This is an optimization exercise on Yosys and OpenROAD, whose aim is a short achievable clock period and few clock cycles, not a production implementation.
Only simulation tests tie the RTL to the original design; equivalence was not proved.
Power figures rest on the tool's default switching activity, not on a simulated workload.

==> flow/design.v (excerpt) <==
module ipc_rx_deframer (
    input  wire       clk,
    input  wire       rst,         
    input  wire       s_valid,
    output wire       s_ready,
    input  wire [7:0] s_data,
    output reg        m_valid,
    input  wire       m_ready,
    output reg  [7:0] m_data,
    output reg        m_last,
    output reg        hdr_err,     
    output reg        crc_err      
);
    localparam       NG  = 11;            
    localparam       CAP = 16 * NG;       
    localparam       PW  = 10;            
    localparam       K   = 4;             
    localparam       KW  = 2;
    localparam       OD  = 8;             
    localparam [PW-1:0] MARGIN = 10'd16;  
    localparam [1:0] PH_HDR = 2'd0, PH_PAY = 2'd1, PH_CRCH = 2'd2, PH_CRCL = 2'd3;
    localparam [1:0] V_OK = 2'd0, V_HDR = 2'd1, V_CRC = 2'd2;
    function [15:0] crc_byte;
        input [15:0] acc_in;
        input [7:0]  b;
        integer k;
        reg [15:0] acc;
        begin
            acc = acc_in ^ {b, 8'h00};
            for (k = 0; k < 8; k = k + 1)
                acc = acc[15] ? ((acc << 1) ^ 16'h1021) : (acc << 1);
            crc_byte = acc;
        end
    endfunction
    function [NG-1:0] grp_sel;
        input [3:0] g;
        integer n;
        begin
            for (n = 0; n < NG; n = n + 1)
                grp_sel[n] = (g == n);
        end
    endfunction
    function [7:0] grp_pick;
        input [8*NG-1:0] grps;
        input [NG-1:0]   sel;
        integer n;
        begin
            grp_pick = 8'd0;
            for (n = 0; n < NG; n = n + 1)
                grp_pick = grp_pick | (grps[8*n +: 8] & {8{sel[n]}});
        end
    endfunction
    function [7:0] inc_i;
        input [7:0] i;
        inc_i = (i == CAP - 1) ? 8'd0 : i + 1'b1;
    endfunction
    reg          s_ready_r;
    reg          in_v;
    reg  [7:0]   in_d;
  ...
Settings: LEC_CHECK=0, ABC_CLOCK_PERIOD_IN_PS=3000, CAP_MARGIN=20, CORE_MARGIN=2, CORE_UTILIZATION=55, PLACE_DENSITY=0.7, SLEW_MARGIN=20; clock period 10.0 ns.
standard.sh (not shown) runs the stock make flow with config.mk's settings and CLKGATE_MAP_FILE= SYNTH_SCRIPT=/design/flow/synth_recipe.tcl, a recipe that flattens the netlist after the stock synthesis.
==> flow/flow/run.sh <==
#!/bin/bash
set -euo pipefail
bash standard.sh SETUP_SLACK_MARGIN=7 \
  "CTS_ARGS=-sink_clustering_enable -repair_clock_nets -sink_clustering_size 24 -sink_clustering_max_diameter 80 -sink_clustering_levels 1 -balance_levels" \
  finish > standard_finish.log 2>&1
Testbench counts at the start, summed over its fixed seeds: cycles 34,053.
Then changed:
==> flow/flow/run.sh (replaced) <==
#!/bin/bash
set -euo pipefail
bash standard.sh SETUP_SLACK_MARGIN=7 \
  "CTS_ARGS=-sink_clustering_enable -repair_clock_nets -sink_clustering_size 20 -sink_clustering_max_diameter 80 -sink_clustering_levels 1 -balance_levels" \
  finish > standard_finish.log 2>&1
--- a/flow/config.mk
+++ b/flow/config.mk
@@ -11,2 +11,2 @@
-export CORE_UTILIZATION = 55
-export PLACE_DENSITY = 0.7
+export CORE_UTILIZATION = 40
+export PLACE_DENSITY = 0.6
Setup slack is better by 0.065 ns.
Area after synthesis is unchanged.
Via count went down by 1.0%.
Final area rises by about 1.3%.
Global-route usage drops by 7.2 points.
Sequential cell count is unchanged.
Die area increases by about 37%.
Combinational power stays flat.
Synthesized cell count does not change.
Clock power rose by about 5%.
Register-to-register slack gets better by 0.06 ns.


## before
ipc_rx_deframer, a different RTL version from the one above (not shown whole).
Size in the first run: roughly 7700 cells after synthesis, ~3000 flip-flops, about 25 I/O pins, roughly 130000 sq um of cells after synthesis.
export LEC_CHECK = 0
export ABC_CLOCK_PERIOD_IN_PS = 3000
export CAP_MARGIN = 20
export CORE_MARGIN = 2
export CORE_UTILIZATION = 40
export PLACE_DENSITY = 0.6
export SLEW_MARGIN = 20
create_clock -name core_clock -period 10.0 [get_ports {clk}]
==> flow/flow/run.sh <==
#!/bin/bash
set -euo pipefail
bash standard.sh SETUP_SLACK_MARGIN=7 finish > standard_finish.log 2>&1
Testbench counts of before, summed over its fixed seeds: cycles 34,061.
#### Input delta (after over before)
==> flow/run.sh (new file) <==
#!/bin/bash
# synth_recipe.tcl (not shown) runs the flow's synth.tcl, then flattens the netlist and writes it again
# the make line also repeats each setting of config.mk as NAME=value (left out here)
make -C /OpenROAD-flow-scripts/flow DESIGN_CONFIG=/design/flow/config.mk WORK_HOME=/design/flow/orfs CLKGATE_MAP_FILE= SYNTH_SCRIPT=/design/flow/synth_recipe.tcl finish
diff --git a/flow/config.mk b/flow/config.mk
--- a/flow/config.mk
+++ b/flow/config.mk
@@ -11,3 +11,4 @@
 export CORE_UTILIZATION = 40
 export PLACE_DENSITY = 0.6
+export SETUP_SLACK_MARGIN = 5
 export SLEW_MARGIN = 20
removed: flow/flow/run.sh
removed: flow/standard.sh
Results
There was hardly any difference in later-pin clock latency in the skew report between after and before. after has global-route usage below what before had. after: part of the total power dissipated in combinational logic 0.8 points below before. Power of the clock network delta (before -> after): insignificant. Relative to before, total power has gone down in after. before ended up with reg2out as its critical path class; after ended up with reg2reg. The critical path depth in after sits 6 above the value recorded for before. Comparing before against after, there is no change at all in cell count of the worst hold path. before -> after: maximum count of clock buffers along a single path delta 0, exact match. Clock buffer count from CTS up 0.31% in after wrt before. Summary of after over before: final cell count decreased 112; number of buffers outside the clock class in the layout went down.

## separate check: timing with driven ports
The flow's constraints put no driver on any port. The routed layouts listed below were extracted and timed again, unchanged, in two steps.
Step 1 (the two cells are an assumption about what drives the block):
set clk [get_ports {clk}]
set_driving_cell -lib_cell sky130_fd_sc_hd__clkbuf_16 $clk
set_driving_cell -lib_cell sky130_fd_sc_hd__buf_2 [delete_from_list [all_inputs] $clk]
Step 2 also shifts input and output timing later by t, the mid clock arrival at the registers, as if the neighbouring blocks saw the same clock.
Slacks: ideal ports / drivers / drivers and shift; pairs: ideal ports / drivers.
| run | t (ns) | slack for setup (ns) | pins driven straight from the clock port |
|---|---|---|---|
| the first run of note 1 | 0.912 | 6.593 / 6.495 / 6.238 | 1 |
| the second run of note 1 | 0.926 | 6.658 / 6.566 / 6.156 | 1 |
| before | 0.996 | 6.649 / 6.546 / 6.194 | 1 |
| after | 1.003 | 5.824 / 5.824 / 5.824 | 1 |
After both steps setup and hold are still met in every run listed. For the second run of note 1, which loses most, drivers alone change the setup slack by -0.092 ns; drivers and shift together by -0.502 ns.
